Background: an optimization exercise with open tools, aiming at small area, a short achievable clock period and few clock cycles. Do not read the settings as production practice. Function was checked by simulation only, so behaviour that the tests miss may differ from the original.

==> inputs of job 5834 <==
## carry_adder
module carry_adder (
    input  wire        clk,
    input  wire        rst,
    input  wire        wr_en,
    input  wire [3:0]  wr_addr,
    input  wire [63:0] wr_data,
    output wire        ready,
    output reg  [63:0] rc,
    output reg  [63:0] ru,
    output reg  [63:0] rl,
    output reg  [1:0]  st
);
export LEC_CHECK = 0
export CAP_MARGIN = 50
export CORE_MARGIN = 2
export CORE_UTILIZATION = 40
export PLACE_DENSITY = 0.45
export SETUP_SLACK_MARGIN = 5
export SLEW_MARGIN = 50
create_clock -name core_clock -period 11.5 [get_ports {clk}]
run.sh (not shown) runs the stock make flow with config.mk's settings and CLKGATE_MAP_FILE= SYNTH_SCRIPT=/design/flow/synth_recipe.tcl, a recipe that flattens the netlist after the stock synthesis.
==> job 9370: changes against job 5834 <==
--- a/flow/design.v
+++ b/flow/design.v
@@ -115,22 +115,22 @@
     output reg  [1:0]  st
 );
     localparam [2:0] OP_ADD = 3'd1, OP_NEG = 3'd2, OP_SUB = 3'd3, OP_LSH = 3'd4,
                      OP_RSH = 3'd5, OP_MUL = 3'd6, OP_QUOREM = 3'd7;
     localparam [1:0] ST_OK = 2'd0, ST_DIVZERO = 2'd1, ST_ILLEGAL = 2'd2;
-    localparam K = 8;                   
+    localparam K = 16;                  
     reg [63:0] au, al, bu, bl;
     reg        busy;
-    reg        s_shift, s_dinit, s_mul, s_mfin, s_div;
+    reg        s_alu, s_shift, s_dinit, s_mul, s_mfin, s_div;
     reg [63:0] cu, cl;                  
+    reg        m_neg;                   
     reg [7:0]  amt;                     
     reg        amt_zero;                
     reg        amt_rev;                 
     reg [5:0]  cnt;
     reg [65:0] d3;                      
     assign ready = ~busy;
-    wire idle = ~busy;
     wire sel_mul;
     wire host_wr = wr_en & ~busy;
     wire issue   = host_wr & (wr_addr == 4'd4);
     always @(posedge clk) begin
         if (host_wr) begin
@@ -152,19 +152,18 @@
     wire        illegal = (|wr_data[31:3]) | (op == 3'd0) |
                           ((op != OP_LSH) && (op != OP_RSH) && (n != 32'd0));
     wire        bl_zero = (bl == 64'd0);
     assign mul_rot = s_mul | (issue & ~illegal & (op == OP_MUL));
     wire [127:0] a = {au, al};
-    wire         a_neg = idle & wr_data[1] & ~wr_data[0];
-    wire         a_sub = idle & wr_data[1] &  wr_data[0];
-    wire         a_cin = idle & wr_data[1];
+    wire         a_neg = s_alu & m_neg;
+    wire         a_sub = s_alu & ~m_neg;
     wire [127:0] add_x = s_mfin ? {ru, rl} : (a ^ {128{a_neg}});
     wire [127:0] add_y = s_mfin ? {cu, cl} : (({bu, bl} ^ {128{a_sub}}) & {128{~a_neg}});
     wire [127:0] add_s;
     wire         add_c;
-    ca_add #(.W(128)) u_add (.a(add_x), .b(add_y), .cin(a_cin), .s(add_s), .cout(add_c));
-    wire [191:0] add_res = {63'd0, add_c & ~a_cin & ~s_mfin, add_s};
+    ca_add #(.W(128)) u_add (.a(add_x), .b(add_y), .cin(s_alu), .s(add_s), .cout(add_c));
+    wire [191:0] add_res = {63'd0, add_c & ~s_alu & ~s_mfin, add_s};
     wire [63:0]   m_ph  = s_mul ? ru : 64'd0;
     wire [63:0]   m_ch  = s_mul ? cu : 64'd0;
     localparam MW = 64 + K;
     wire [MW-1:0] pp [0:K-1];
     genvar gi;
@@ -177,19 +176,28 @@
         csa = {((x & y) | (x & z) | (y & z)) << 1, x ^ y ^ z};
     endfunction
     wire [MW-1:0] ph = {{K{1'b0}}, m_ph};
     wire [MW-1:0] ch = {{K{1'b0}}, m_ch};
     wire [MW-1:0] s1, c1, s2, c2, s3, c3, s4, c4, s5, c5, s6, c6, s7, c7, s8, c8;
+    wire [MW-1:0] s9, c9, s10, c10, s11, c11, s12, c12, s13, c13, s14, c14, s15, c15, s16, c16;
     assign {c1, s1} = csa(ph, ch, pp[0]);
     assign {c2, s2} = csa(pp[1], pp[2], pp[3]);
     assign {c3, s3} = csa(pp[4], pp[5], pp[6]);
-    assign {c4, s4} = csa(s1, c1, pp[7]);
-    assign {c5, s5} = csa(s2, c2, s3);
-    assign {c6, s6} = csa(s4, c4, c3);
-    assign {c7, s7} = csa(s5, c5, s6);
-    assign {c8, s8} = csa(s7, c7, c6);
-    wire [MW-1:0] s_f = s8, c_f = c8;
+    assign {c4, s4} = csa(pp[7], pp[8], pp[9]);
+    assign {c5, s5} = csa(pp[10], pp[11], pp[12]);
+    assign {c6, s6} = csa(pp[13], pp[14], pp[15]);
+    assign {c7, s7} = csa(s1, c1, s2);
+    assign {c8, s8} = csa(c2, s3, c3);
+    assign {c9, s9} = csa(s4, c4, s5);
+    assign {c10, s10} = csa(c5, s6, c6);
+    assign {c11, s11} = csa(s7, c7, s8);
+    assign {c12, s12} = csa(c8, s9, c9);
+    assign {c13, s13} = csa(s11, c11, s12);
+    assign {c14, s14} = csa(c12, s10, c10);
+    assign {c15, s15} = csa(s13, c13, s14);
+    assign {c16, s16} = csa(s15, c15, c14);
+    wire [MW-1:0] s_f = s16, c_f = c16;
     wire [191:0]  mul_res = {64'd0, s_f[MW-1:K], s_f[K-1:0], rl[63:K]};
     always @(posedge clk) begin
         if (sel_mul) begin
             cu <= c_f[MW-1:K];
             cl <= {c_f[K-1:0], cl[63:K]};
@@ -223,11 +231,12 @@
     wire [65:0] b3 = ~s_div ? {2'd0, bl} : ~d3;
     ca_add #(.W(66)) u_sub3 (.a(a3), .b(b3), .cin(s_div), .s(t3), .cout(ge3));
     wire [63:0] r_n = ge3 ? t3[63:0] : ge2 ? t2[63:0] : ge1 ? t1[63:0] : t[63:0];
     wire [1:0]  dig = ge3 ? 2'd3 : ge2 ? 2'd2 : ge1 ? 2'd1 : 2'd0;
     wire [191:0] div_res = {r_n, ru[61:0], rl, dig};
-    wire        sel_add = idle ? ~wr_data[2] : s_mfin;
+    wire        idle   = ~busy;
+    wire        sel_add = idle ? ~wr_data[2] : (s_alu | s_mfin);
     assign      sel_mul = idle ?  wr_data[2] : s_mul;
     wire        sel_sh  = s_shift | s_dinit;
     wire [191:0] res_n = sel_add ? add_res :
                          sel_mul ? mul_res :
                          sel_sh  ? sh_res  : div_res;
@@ -239,28 +248,31 @@
         if (s_dinit) d3 <= t3;
         if (issue) begin
             amt      <= wr_data[1] ? i_div : n[7:0];
             amt_zero <= ~wr_data[1] & ((|n[31:8]) | (n[7:6] == 2'b11));
             amt_rev  <= ~wr_data[1] & wr_data[0];
+            m_neg    <= ~wr_data[0];
         end
         if (rst) begin
-            busy <= 1'b0; s_shift <= 1'b0; s_dinit <= 1'b0;
+            busy <= 1'b0; s_alu <= 1'b0; s_shift <= 1'b0; s_dinit <= 1'b0;
             s_mul <= 1'b0; s_mfin <= 1'b0; s_div <= 1'b0;
             st <= ST_OK;
         end else if (issue) begin
             if (illegal) begin
                 st <= ST_ILLEGAL;
             end else begin
                 st <= (op == OP_QUOREM && bl_zero) ? ST_DIVZERO : ST_OK;
                 case (op)
+                    OP_NEG, OP_SUB: begin busy <= 1'b1; s_alu <= 1'b1; end
                     OP_LSH, OP_RSH: begin busy <= 1'b1; s_shift <= 1'b1; end
                     OP_MUL: begin busy <= 1'b1; s_mul <= 1'b1; cnt <= 64/K - 1; end
                     OP_QUOREM: if (!bl_zero) begin busy <= 1'b1; s_dinit <= 1'b1; end
                     default: ;
                 endcase
             end
         end else begin
+            if (s_alu)   begin s_alu <= 1'b0; busy <= 1'b0; end
             if (s_shift) begin s_shift <= 1'b0; busy <= 1'b0; end
             if (s_dinit) begin
                 s_dinit <= 1'b0;
                 cnt <= 6'd63 - amt[6:1] + 6'd1;    
                 if (amt[7]) busy <= 1'b0;
==> job 2944: changes against job 5834 <==
--- a/flow/design.v
+++ b/flow/design.v
@@ -118,19 +118,19 @@
                      OP_RSH = 3'd5, OP_MUL = 3'd6, OP_QUOREM = 3'd7;
     localparam [1:0] ST_OK = 2'd0, ST_DIVZERO = 2'd1, ST_ILLEGAL = 2'd2;
     localparam K = 8;                   
     reg [63:0] au, al, bu, bl;
     reg        busy;
-    reg        s_shift, s_dinit, s_mul, s_mfin, s_div;
+    reg        s_alu, s_shift, s_dinit, s_mul, s_mfin, s_div;
     reg [63:0] cu, cl;                  
+    reg        m_neg;                   
     reg [7:0]  amt;                     
     reg        amt_zero;                
     reg        amt_rev;                 
     reg [5:0]  cnt;
     reg [65:0] d3;                      
     assign ready = ~busy;
-    wire idle = ~busy;
     wire sel_mul;
     wire host_wr = wr_en & ~busy;
     wire issue   = host_wr & (wr_addr == 4'd4);
     always @(posedge clk) begin
         if (host_wr) begin
@@ -152,19 +152,18 @@
     wire        illegal = (|wr_data[31:3]) | (op == 3'd0) |
                           ((op != OP_LSH) && (op != OP_RSH) && (n != 32'd0));
     wire        bl_zero = (bl == 64'd0);
     assign mul_rot = s_mul | (issue & ~illegal & (op == OP_MUL));
     wire [127:0] a = {au, al};
-    wire         a_neg = idle & wr_data[1] & ~wr_data[0];
-    wire         a_sub = idle & wr_data[1] &  wr_data[0];
-    wire         a_cin = idle & wr_data[1];
+    wire         a_neg = s_alu & m_neg;
+    wire         a_sub = s_alu & ~m_neg;
     wire [127:0] add_x = s_mfin ? {ru, rl} : (a ^ {128{a_neg}});
     wire [127:0] add_y = s_mfin ? {cu, cl} : (({bu, bl} ^ {128{a_sub}}) & {128{~a_neg}});
     wire [127:0] add_s;
     wire         add_c;
-    ca_add #(.W(128)) u_add (.a(add_x), .b(add_y), .cin(a_cin), .s(add_s), .cout(add_c));
-    wire [191:0] add_res = {63'd0, add_c & ~a_cin & ~s_mfin, add_s};
+    ca_add #(.W(128)) u_add (.a(add_x), .b(add_y), .cin(s_alu), .s(add_s), .cout(add_c));
+    wire [191:0] add_res = {63'd0, add_c & ~s_alu & ~s_mfin, add_s};
     wire [63:0]   m_ph  = s_mul ? ru : 64'd0;
     wire [63:0]   m_ch  = s_mul ? cu : 64'd0;
     localparam MW = 64 + K;
     wire [MW-1:0] pp [0:K-1];
     genvar gi;
@@ -223,11 +222,12 @@
     wire [65:0] b3 = ~s_div ? {2'd0, bl} : ~d3;
     ca_add #(.W(66)) u_sub3 (.a(a3), .b(b3), .cin(s_div), .s(t3), .cout(ge3));
     wire [63:0] r_n = ge3 ? t3[63:0] : ge2 ? t2[63:0] : ge1 ? t1[63:0] : t[63:0];
     wire [1:0]  dig = ge3 ? 2'd3 : ge2 ? 2'd2 : ge1 ? 2'd1 : 2'd0;
     wire [191:0] div_res = {r_n, ru[61:0], rl, dig};
-    wire        sel_add = idle ? ~wr_data[2] : s_mfin;
+    wire        idle   = ~busy;
+    wire        sel_add = idle ? ~wr_data[2] : (s_alu | s_mfin);
     assign      sel_mul = idle ?  wr_data[2] : s_mul;
     wire        sel_sh  = s_shift | s_dinit;
     wire [191:0] res_n = sel_add ? add_res :
                          sel_mul ? mul_res :
                          sel_sh  ? sh_res  : div_res;
@@ -239,28 +239,31 @@
         if (s_dinit) d3 <= t3;
         if (issue) begin
             amt      <= wr_data[1] ? i_div : n[7:0];
             amt_zero <= ~wr_data[1] & ((|n[31:8]) | (n[7:6] == 2'b11));
             amt_rev  <= ~wr_data[1] & wr_data[0];
+            m_neg    <= ~wr_data[0];
         end
         if (rst) begin
-            busy <= 1'b0; s_shift <= 1'b0; s_dinit <= 1'b0;
+            busy <= 1'b0; s_alu <= 1'b0; s_shift <= 1'b0; s_dinit <= 1'b0;
             s_mul <= 1'b0; s_mfin <= 1'b0; s_div <= 1'b0;
             st <= ST_OK;
         end else if (issue) begin
             if (illegal) begin
                 st <= ST_ILLEGAL;
             end else begin
                 st <= (op == OP_QUOREM && bl_zero) ? ST_DIVZERO : ST_OK;
                 case (op)
+                    OP_NEG, OP_SUB: begin busy <= 1'b1; s_alu <= 1'b1; end
                     OP_LSH, OP_RSH: begin busy <= 1'b1; s_shift <= 1'b1; end
                     OP_MUL: begin busy <= 1'b1; s_mul <= 1'b1; cnt <= 64/K - 1; end
                     OP_QUOREM: if (!bl_zero) begin busy <= 1'b1; s_dinit <= 1'b1; end
                     default: ;
                 endcase
             end
         end else begin
+            if (s_alu)   begin s_alu <= 1'b0; busy <= 1'b0; end
             if (s_shift) begin s_shift <= 1'b0; busy <= 1'b0; end
             if (s_dinit) begin
                 s_dinit <= 1'b0;
                 cnt <= 6'd63 - amt[6:1] + 6'd1;    
                 if (amt[7]) busy <= 1'b0;
==> job 3265: changes against job 5834 <==
--- a/flow/design.v
+++ b/flow/design.v
@@ -118,19 +118,20 @@
                      OP_RSH = 3'd5, OP_MUL = 3'd6, OP_QUOREM = 3'd7;
     localparam [1:0] ST_OK = 2'd0, ST_DIVZERO = 2'd1, ST_ILLEGAL = 2'd2;
     localparam K = 8;                   
     reg [63:0] au, al, bu, bl;
     reg        busy;
-    reg        s_shift, s_dinit, s_mul, s_mfin, s_div;
-    reg [63:0] cu, cl;                  
+    reg        s_alu, s_shift, s_dinit, s_mul, s_mfin, s_div;
+    reg [63:0] cu;                      
+    reg        mc;                      
+    reg        m_neg;                   
     reg [7:0]  amt;                     
     reg        amt_zero;                
     reg        amt_rev;                 
     reg [5:0]  cnt;
     reg [65:0] d3;                      
     assign ready = ~busy;
-    wire idle = ~busy;
     wire sel_mul;
     wire host_wr = wr_en & ~busy;
     wire issue   = host_wr & (wr_addr == 4'd4);
     always @(posedge clk) begin
         if (host_wr) begin
@@ -152,19 +153,18 @@
     wire        illegal = (|wr_data[31:3]) | (op == 3'd0) |
                           ((op != OP_LSH) && (op != OP_RSH) && (n != 32'd0));
     wire        bl_zero = (bl == 64'd0);
     assign mul_rot = s_mul | (issue & ~illegal & (op == OP_MUL));
     wire [127:0] a = {au, al};
-    wire         a_neg = idle & wr_data[1] & ~wr_data[0];
-    wire         a_sub = idle & wr_data[1] &  wr_data[0];
-    wire         a_cin = idle & wr_data[1];
+    wire         a_neg = s_alu & m_neg;
+    wire         a_sub = s_alu & ~m_neg;
     wire [127:0] add_x = s_mfin ? {ru, rl} : (a ^ {128{a_neg}});
-    wire [127:0] add_y = s_mfin ? {cu, cl} : (({bu, bl} ^ {128{a_sub}}) & {128{~a_neg}});
+    wire [127:0] add_y = s_mfin ? {cu, {64{mc}}} : (({bu, bl} ^ {128{a_sub}}) & {128{~a_neg}});
     wire [127:0] add_s;
     wire         add_c;
-    ca_add #(.W(128)) u_add (.a(add_x), .b(add_y), .cin(a_cin), .s(add_s), .cout(add_c));
-    wire [191:0] add_res = {63'd0, add_c & ~a_cin & ~s_mfin, add_s};
+    ca_add #(.W(128)) u_add (.a(add_x), .b(add_y), .cin(s_alu | (s_mfin & mc)), .s(add_s), .cout(add_c));
+    wire [191:0] add_res = {63'd0, add_c & ~s_alu & ~s_mfin, add_s};
     wire [63:0]   m_ph  = s_mul ? ru : 64'd0;
     wire [63:0]   m_ch  = s_mul ? cu : 64'd0;
     localparam MW = 64 + K;
     wire [MW-1:0] pp [0:K-1];
     genvar gi;
@@ -186,15 +186,18 @@
     assign {c5, s5} = csa(s2, c2, s3);
     assign {c6, s6} = csa(s4, c4, c3);
     assign {c7, s7} = csa(s5, c5, s6);
     assign {c8, s8} = csa(s7, c7, c6);
     wire [MW-1:0] s_f = s8, c_f = c8;
-    wire [191:0]  mul_res = {64'd0, s_f[MW-1:K], s_f[K-1:0], rl[63:K]};
+    wire [K-1:0]  m_lo;
+    wire          m_lc;
+    ca_add #(.W(K)) u_mlo (.a(s_f[K-1:0]), .b(c_f[K-1:0]), .cin(s_mul & mc), .s(m_lo), .cout(m_lc));
+    wire [191:0]  mul_res = {64'd0, s_f[MW-1:K], m_lo, rl[63:K]};
     always @(posedge clk) begin
         if (sel_mul) begin
             cu <= c_f[MW-1:K];
-            cl <= {c_f[K-1:0], cl[63:K]};
+            mc <= m_lc;
         end
     end
     function [127:0] rev128(input [127:0] x);
         integer i;
         for (i = 0; i < 128; i = i + 1) rev128[i] = x[127-i];
@@ -223,11 +226,12 @@
     wire [65:0] b3 = ~s_div ? {2'd0, bl} : ~d3;
     ca_add #(.W(66)) u_sub3 (.a(a3), .b(b3), .cin(s_div), .s(t3), .cout(ge3));
     wire [63:0] r_n = ge3 ? t3[63:0] : ge2 ? t2[63:0] : ge1 ? t1[63:0] : t[63:0];
     wire [1:0]  dig = ge3 ? 2'd3 : ge2 ? 2'd2 : ge1 ? 2'd1 : 2'd0;
     wire [191:0] div_res = {r_n, ru[61:0], rl, dig};
-    wire        sel_add = idle ? ~wr_data[2] : s_mfin;
+    wire        idle   = ~busy;
+    wire        sel_add = idle ? ~wr_data[2] : (s_alu | s_mfin);
     assign      sel_mul = idle ?  wr_data[2] : s_mul;
     wire        sel_sh  = s_shift | s_dinit;
     wire [191:0] res_n = sel_add ? add_res :
                          sel_mul ? mul_res :
                          sel_sh  ? sh_res  : div_res;
@@ -239,28 +243,31 @@
         if (s_dinit) d3 <= t3;
         if (issue) begin
             amt      <= wr_data[1] ? i_div : n[7:0];
             amt_zero <= ~wr_data[1] & ((|n[31:8]) | (n[7:6] == 2'b11));
             amt_rev  <= ~wr_data[1] & wr_data[0];
+            m_neg    <= ~wr_data[0];
         end
         if (rst) begin
-            busy <= 1'b0; s_shift <= 1'b0; s_dinit <= 1'b0;
+            busy <= 1'b0; s_alu <= 1'b0; s_shift <= 1'b0; s_dinit <= 1'b0;
             s_mul <= 1'b0; s_mfin <= 1'b0; s_div <= 1'b0;
             st <= ST_OK;
         end else if (issue) begin
             if (illegal) begin
                 st <= ST_ILLEGAL;
             end else begin
                 st <= (op == OP_QUOREM && bl_zero) ? ST_DIVZERO : ST_OK;
                 case (op)
+                    OP_NEG, OP_SUB: begin busy <= 1'b1; s_alu <= 1'b1; end
                     OP_LSH, OP_RSH: begin busy <= 1'b1; s_shift <= 1'b1; end
                     OP_MUL: begin busy <= 1'b1; s_mul <= 1'b1; cnt <= 64/K - 1; end
                     OP_QUOREM: if (!bl_zero) begin busy <= 1'b1; s_dinit <= 1'b1; end
                     default: ;
                 endcase
             end
         end else begin
+            if (s_alu)   begin s_alu <= 1'b0; busy <= 1'b0; end
             if (s_shift) begin s_shift <= 1'b0; busy <= 1'b0; end
             if (s_dinit) begin
                 s_dinit <= 1'b0;
                 cnt <= 6'd63 - amt[6:1] + 6'd1;    
                 if (amt[7]) busy <= 1'b0;
==> out/metrics.cfg <==
[synth]
yosysUniqueCellTypes = 90

[timing]
worstMarginPinSlew_ps = 964.4

[status]
status = finished clean

[place]
dpl_cell_area_um2 = 107300

[floorplan]
dieHeight_um = 502.4

[setup_path]
critPathTopFamily = compound AO/OA/AOI/OAI gates

(the above is from job 9370)
==> out/metrics.cfg <==
[floorplan]
dieHeight_um = 458.9

[place]
dpl_cell_area_um2 = 90210

[status]
status = finished clean

[synth]
yosysUniqueCellTypes = 86

[setup_path]
critPathTopFamily = simple AND/OR/NAND/NOR gates

[grt]
grt_max_degree = 156

(the above is from job 2944)
==> out/metrics.cfg <==
[status]
status = finished clean

[setup_path]
worstSetupStartpoint = wr_data[1]
critPathTopFamily = compound AO/OA/AOI/OAI gates

[synth]
yosysUniqueCellTypes = 87

[routing]
vias_per_cell = 6.912

[place]
dpl_cell_area_um2 = 91990

[floorplan]
dieHeight_um = 462.1

(the above is from job 5834)
==> out/metrics.cfg <==
[power_and_ir_drop]
pwr.group.clock_mw = 2.95

[status]
status = finished clean

[setup_path]
critPathTopFamily = compound AO/OA/AOI/OAI gates

[place]
dpl_cell_area_um2 = 94330

[floorplan]
dieHeight_um = 469.1

(the above is from job 3265)
Testbench counts of job 5834, summed over its fixed seeds: cycles 27,353.
Testbench counts of job 9370, summed over its fixed seeds: cycles 24,208.
Testbench counts of job 2944, summed over its fixed seeds: cycles 28,000.
Testbench counts of job 3265, summed over its fixed seeds: cycles 28,000.

==> port drivers added, routing unchanged <==
Ports are ideal in the flow. The routed layouts listed here were re-timed in OpenROAD. Step 1 sets driving cells, clkbuf_16 on the clock port and buf_2 on the other inputs (assumed; they add their load-dependent delay and slew). Step 2 adds t to the input delays and takes it off the output delays; t is the mean of the earliest and latest rising clock arrival at the registers after step 1. Input paths then give back, and output paths get back, about the clock's delay inside the block. a / b / c = ideal / step 1 / step 2; a / b = the first two.
| run | t, ns | slack for setup (ns) | clock arrival spread, ns | worst register clock-pin slew, ns | worst slew at a driven data input, ns |
|---|---|---|---|---|---|
| job 5834 | 0.877 | 4.935 / 4.592 / 3.715 | 0.065 / 0.066 | 0.08 / 0.08 | 0.52 |
| job 9370 | 0.894 | 4.870 / 4.870 / 4.141 | 0.058 / 0.058 | 0.07 / 0.07 | 0.11 |
| job 2944 | 0.906 | 4.999 / 4.999 / 4.523 | 0.036 / 0.036 | 0.07 / 0.07 | 0.04 |
| job 3265 | 0.894 | 4.981 / 4.981 / 4.427 | 0.068 / 0.068 | 0.07 / 0.07 | 0.08 |
After both steps setup and hold are still met in every run listed. The setup slack of job 5834, which loses most, moves by -0.343 ns with the drivers and by -1.220 ns with both steps.
